From an optimization exercise on the open Yosys and OpenROAD flow, aimed at small area, a short achievable clock period and few clock cycles per item; shortcuts taken in it are not production practice.
At most, simulation tests tie the RTL to the original design; equivalence was not proved.
Power is estimated from default activity; no workload was simulated.

## tcp_rx
module tcp_rx (
    input  wire        clk,
    input  wire        rst,
    input  wire        start,
    output wire        ready,
    input  wire        raw,
    input  wire [31:0] src_addr,
    input  wire [31:0] dst_addr,
    input  wire [15:0] len,
    input  wire        in_valid,
    output wire        in_ready,
    input  wire [31:0] in_data,
    output reg         done,
    output reg  [1:0]  result,
    output reg  [15:0] csum,
    output reg  [2:0]  seg_class,
    output reg  [15:0] payload_len,
    output reg  [15:0] sport,
    output reg  [15:0] dport,
    output reg  [31:0] seq_num,
    output reg  [31:0] ack_num,
    output reg  [3:0]  doff,
    output reg  [5:0]  flags,
    output reg  [15:0] window,
    output reg  [15:0] cksum_field,
    output reg  [15:0] urg_ptr
);
    localparam [1:0] RES_OK        = 2'd0;
    localparam [1:0] RES_MALFORMED = 2'd1;
    localparam [1:0] RES_CHECKSUM  = 2'd2;
    localparam [2:0] C_NONE   = 3'd0;
    localparam [2:0] C_DATA   = 3'd1;
    localparam [2:0] C_SYN    = 3'd2;
    localparam [2:0] C_SYNACK = 3'd3;
    localparam [2:0] C_ACK    = 3'd4;
    localparam [2:0] C_FIN    = 3'd5;
    localparam [2:0] C_FINACK = 3'd6;
    function [31:0] csa;
        input [15:0] a;
        input [15:0] b;
        input [15:0] c;
        reg   [15:0] s, k;
        begin
            s   = a ^ b ^ c;
            k   = (a & b) | (a & c) | (b & c);
            csa = {k[14:0], k[15], s};
  ...
export LEC_CHECK = 0
export CAP_MARGIN = 20
export CORE_MARGIN = 2
export CORE_UTILIZATION = 40
export PLACE_DENSITY = 0.6
export SLEW_MARGIN = 20
create_clock -name core_clock -period 11.0 [get_ports {clk}]
standard.sh (not shown) runs the stock make flow with config.mk's settings and CLKGATE_MAP_FILE= SYNTH_SCRIPT=/design/flow/synth_recipe.tcl, a recipe that flattens the netlist after the stock synthesis.
==> flow/flow/run.sh <==
#!/bin/bash
# Layout flow: the standard ORFS flow (standard.sh) with these changes:
# - ports buffered by the smallest plain buffer (buf_1) instead of the
#   delay-cell buffer buffer_ports picks by default;
# - timing repair aimed at a setup margin below the clock period, so the
#   resizer works on the paths that set the achieved period;
# - clock tree synthesis without dummy loads.
# The make output goes to standard.log; each ORFS step writes its own log
# under orfs/logs/.
set -euo pipefail
bash standard.sh \
  "BUFFER_PORTS_ARGS=-buffer_cell sky130_fd_sc_hd__buf_1" \
  "SETUP_SLACK_MARGIN=7.5" \
  "CTS_ARGS=-sink_clustering_enable -repair_clock_nets -dont_use_dummy_load -sink_clustering_size 25 -sink_clustering_max_diameter 150" \
  finish > standard.log 2>&1
The baseline passed the timing, DRC and antenna checks.
Testbench counts at the start, summed over its fixed seeds: cycles 93,989, items 1,280.
==> next run, changes <==
--- a/flow/flow/run.sh
+++ b/flow/flow/run.sh
@@ -11,5 +11,5 @@
 bash standard.sh \
   "BUFFER_PORTS_ARGS=-buffer_cell sky130_fd_sc_hd__buf_1" \
-  "SETUP_SLACK_MARGIN=7.5" \
-  "CTS_ARGS=-sink_clustering_enable -repair_clock_nets -dont_use_dummy_load -sink_clustering_size 25 -sink_clustering_max_diameter 150" \
+  "SETUP_SLACK_MARGIN=7.6" \
+  "CTS_ARGS=-sink_clustering_enable -repair_clock_nets -dont_use_dummy_load -sink_clustering_size 20 -sink_clustering_max_diameter 80" \
   finish > standard.log 2>&1
- CORE_UTILIZATION: 40 -> 60
- PLACE_DENSITY: 0.6 -> 0.75
Register-to-register slack gets better by 0.06 ns.
Total power goes up by a few percent.
Synthesized area does not change.
Design area is higher slightly.
==> next run, changes <==
--- a/flow/flow/run.sh
+++ b/flow/flow/run.sh
@@ -11,5 +11,5 @@
 bash standard.sh \
   "BUFFER_PORTS_ARGS=-buffer_cell sky130_fd_sc_hd__buf_1" \
-  "SETUP_SLACK_MARGIN=7.6" \
-  "CTS_ARGS=-sink_clustering_enable -repair_clock_nets -dont_use_dummy_load -sink_clustering_size 20 -sink_clustering_max_diameter 80" \
+  "SETUP_SLACK_MARGIN=7.7" \
+  "CTS_ARGS=-sink_clustering_enable -repair_clock_nets -dont_use_dummy_load -sink_clustering_size 25 -sink_clustering_max_diameter 150" \
   finish > standard.log 2>&1
- CORE_UTILIZATION: 60 -> 40
- PLACE_DENSITY: 0.75 -> 0.6
The changed run finished with timing, DRC and antenna clean.
Design area climbs by a few percent.
Fmax grows slightly.
Via count goes down slightly.
Global-route usage falls by 8.2 points.
Setup slack gets better by 0.058 ns.
Non-clock buffer count goes up by 13.
==> next run, changes <==
--- a/flow/flow/run.sh
+++ b/flow/flow/run.sh
@@ -11,5 +11,5 @@
 bash standard.sh \
   "BUFFER_PORTS_ARGS=-buffer_cell sky130_fd_sc_hd__buf_1" \
-  "SETUP_SLACK_MARGIN=7.7" \
-  "CTS_ARGS=-sink_clustering_enable -repair_clock_nets -dont_use_dummy_load -sink_clustering_size 25 -sink_clustering_max_diameter 150" \
+  "SETUP_SLACK_MARGIN=7.6" \
+  "CTS_ARGS=-sink_clustering_enable -repair_clock_nets -dont_use_dummy_load -sink_clustering_size 20 -sink_clustering_max_diameter 80" \
   finish > standard.log 2>&1
- ABC_AREA: not set -> 1
Worst hold slack is worse by 0.015 ns.
Utilization barely changes.
Wire length is higher by 14%.

Another version of the RTL of tcp_rx (not shown whole).
For scale: about 920 cells after synthesis, roughly 260 flip-flops, ~310 I/O pins, about 12000 µm² of cells after synthesis.
==> flow/design.v (excerpt) <==
module tcp_rx (
    input  wire        clk,
    input  wire        rst,
    input  wire        start,
    output wire        ready,
    input  wire        raw,
    input  wire [31:0] src_addr,
    input  wire [31:0] dst_addr,
    input  wire [15:0] len,
    input  wire        in_valid,
    output wire        in_ready,
    input  wire [31:0] in_data,
    output reg         done,
    output reg  [1:0]  result,
    output reg  [15:0] csum,
    output reg  [2:0]  seg_class,
    output reg  [15:0] payload_len,
    output reg  [15:0] sport,
    output reg  [15:0] dport,
    output reg  [31:0] seq_num,
    output reg  [31:0] ack_num,
    output reg  [3:0]  doff,
    output reg  [5:0]  flags,
    output reg  [15:0] window,
    output reg  [15:0] cksum_field,
    output reg  [15:0] urg_ptr
);
    localparam [1:0] RES_OK        = 2'd0;
    localparam [1:0] RES_MALFORMED = 2'd1;
    localparam [1:0] RES_CHECKSUM  = 2'd2;
    localparam [2:0] C_NONE   = 3'd0;
    localparam [2:0] C_DATA   = 3'd1;
    localparam [2:0] C_SYN    = 3'd2;
    localparam [2:0] C_SYNACK = 3'd3;
    localparam [2:0] C_ACK    = 3'd4;
  ...
Settings: LEC_CHECK=0, CAP_MARGIN=20, CORE_MARGIN=2, CORE_UTILIZATION=40, PLACE_DENSITY=0.6, SLEW_MARGIN=20; clock period 11.0 ns.
==> flow/flow/run.sh <==
#!/bin/bash
# Layout flow: the standard ORFS flow (standard.sh) with these changes:
# - ports buffered by the smallest plain buffer (buf_1) instead of the
#   delay-cell buffer buffer_ports picks by default;
# - timing repair aimed at a setup margin below the clock period, so the
#   resizer works on the paths that set the achieved period;
# - clock tree synthesis without dummy loads.
# The make output goes to standard.log; each ORFS step writes its own log
# under orfs/logs/.
set -euo pipefail
bash standard.sh \
  "BUFFER_PORTS_ARGS=-buffer_cell sky130_fd_sc_hd__buf_1" \
  "SETUP_SLACK_MARGIN=7.8" \
  "CTS_ARGS=-sink_clustering_enable -repair_clock_nets -dont_use_dummy_load -sink_clustering_size 30 -sink_clustering_max_diameter 100" \
  finish > standard.log 2>&1
Edit:
--- a/flow/flow/run.sh
+++ b/flow/flow/run.sh
@@ -11,5 +11,5 @@
 bash standard.sh \
   "BUFFER_PORTS_ARGS=-buffer_cell sky130_fd_sc_hd__buf_1" \
-  "SETUP_SLACK_MARGIN=7.8" \
-  "CTS_ARGS=-sink_clustering_enable -repair_clock_nets -dont_use_dummy_load -sink_clustering_size 30 -sink_clustering_max_diameter 100" \
+  "SETUP_SLACK_MARGIN=7.0" \
+  "CTS_ARGS=-sink_clustering_enable -repair_clock_nets -dont_use_dummy_load -sink_clustering_size 20 -sink_clustering_max_diameter 80" \
   finish > standard.log 2>&1
What happened: The changed run completed without violations. Combinational power shrinks by a little under a tenth. Core utilization shrinks by 4.3 points. Design area shrinks by a little under a tenth. Routed wire length shrinks by a few percent.
Edit:
==> flow/flow/run.sh (replaced) <==
#!/bin/bash
# Layout flow: the standard ORFS flow (standard.sh), with the ports
# buffered by the smallest plain buffer (buf_1) instead of the delay-cell
# buffer buffer_ports picks by default, and with timing repair aimed at a
# setup margin below the clock period so the resizer works on the paths
# that set the achieved period. The make output goes to standard.log; each
# ORFS step writes its own log under orfs/logs/.
set -euo pipefail
bash standard.sh \
  "BUFFER_PORTS_ARGS=-buffer_cell sky130_fd_sc_hd__buf_1" \
  "SETUP_SLACK_MARGIN=${MARGIN:-7.5}" \
  finish > standard.log 2>&1
Result:
- The new run finished clean
- first-iteration DRC count drops by a few percent
- sequential cell count does not change
- power climbs by roughly a tenth
- die area does not change
- via count climbs by a few percent
- critical path depth drops by 3
- non-clock buffer count climbs by 12
- wire length climbs by a few percent
- setup slack is better by 0.33 ns
Edit:
==> flow/flow/run.sh (replaced) <==
#!/bin/bash
# Layout flow: the standard ORFS flow (standard.sh) with these changes:
# - ports buffered by the smallest plain buffer (buf_1) instead of the
#   delay-cell buffer buffer_ports picks by default;
# - timing repair aimed at a setup margin below the clock period, so the
#   resizer works on the paths that set the achieved period;
# - clock tree synthesis without dummy loads.
# The make output goes to standard.log; each ORFS step writes its own log
# under orfs/logs/.
set -euo pipefail
bash standard.sh \
  "BUFFER_PORTS_ARGS=-buffer_cell sky130_fd_sc_hd__buf_1" \
  "SETUP_SLACK_MARGIN=0.0" \
  "CTS_ARGS=-sink_clustering_enable -repair_clock_nets -dont_use_dummy_load -sink_clustering_size 20 -sink_clustering_max_diameter 80" \
  finish > standard.log 2>&1
Result: The changed run finished clean; critical path depth rose by 3; global-route usage went down by 0.59 points; die area does not change; power falls by roughly a tenth.
No run of this note included a check of the RTL's function; only the layout flow was run.

## re-timing with driven ports
No port has a modelled driver above. Below, the same layouts with a new extraction and two added sets of constraints. Step 1 assumes that a clkbuf_16 drives the clock port and a buf_2 every other input. Step 2 also shifts input and output timing later by t, the mid clock arrival at the registers, as if the neighbouring blocks saw the same clock. Slacks: ideal / step 1 / step 2; pairs: ideal / step 1.
run | t, ns | setup WS [ns] | worst setup path after step 2 | latest minus earliest clock arrival (ns) | worst slew at a driven data input, ns
the first run of note 1 | 0.528 | 7.561 / 7.523 / 7.049 | input to register | 0.034 / 0.035 | 0.08
the second run of note 1 | 0.526 | 7.630 / 7.589 / 7.123 | input to register | 0.040 / 0.039 | 0.08
the third run of note 1 | 0.522 | 7.687 / 7.637 / 7.187 | input to register | 0.041 / 0.042 | 0.08
the fourth run of note 1 | 0.543 | 7.616 / 7.587 / 7.043 | input to register | 0.059 / 0.059 | 0.08
the first run of note 2 | 0.530 | 7.684 / 7.637 / 7.188 | input to register | 0.060 / 0.059 | 0.10
the second run of note 2 | 0.551 | 7.191 / 7.186 / 6.635 | input to register | 0.061 / 0.061 | 0.09
the third run of note 2 | 0.597 | 7.518 / 7.493 / 6.952 | input to register | 0.017 / 0.017 | 0.08
the fourth run of note 2 | 0.542 | 6.701 / 6.701 / 6.701 | register to register | 0.074 / 0.073 | 0.09
After both steps every run listed still meets setup and hold. The setup slack of the fourth run of note 1, which loses most, moves by -0.029 ns with the drivers and by -0.573 ns with both steps.
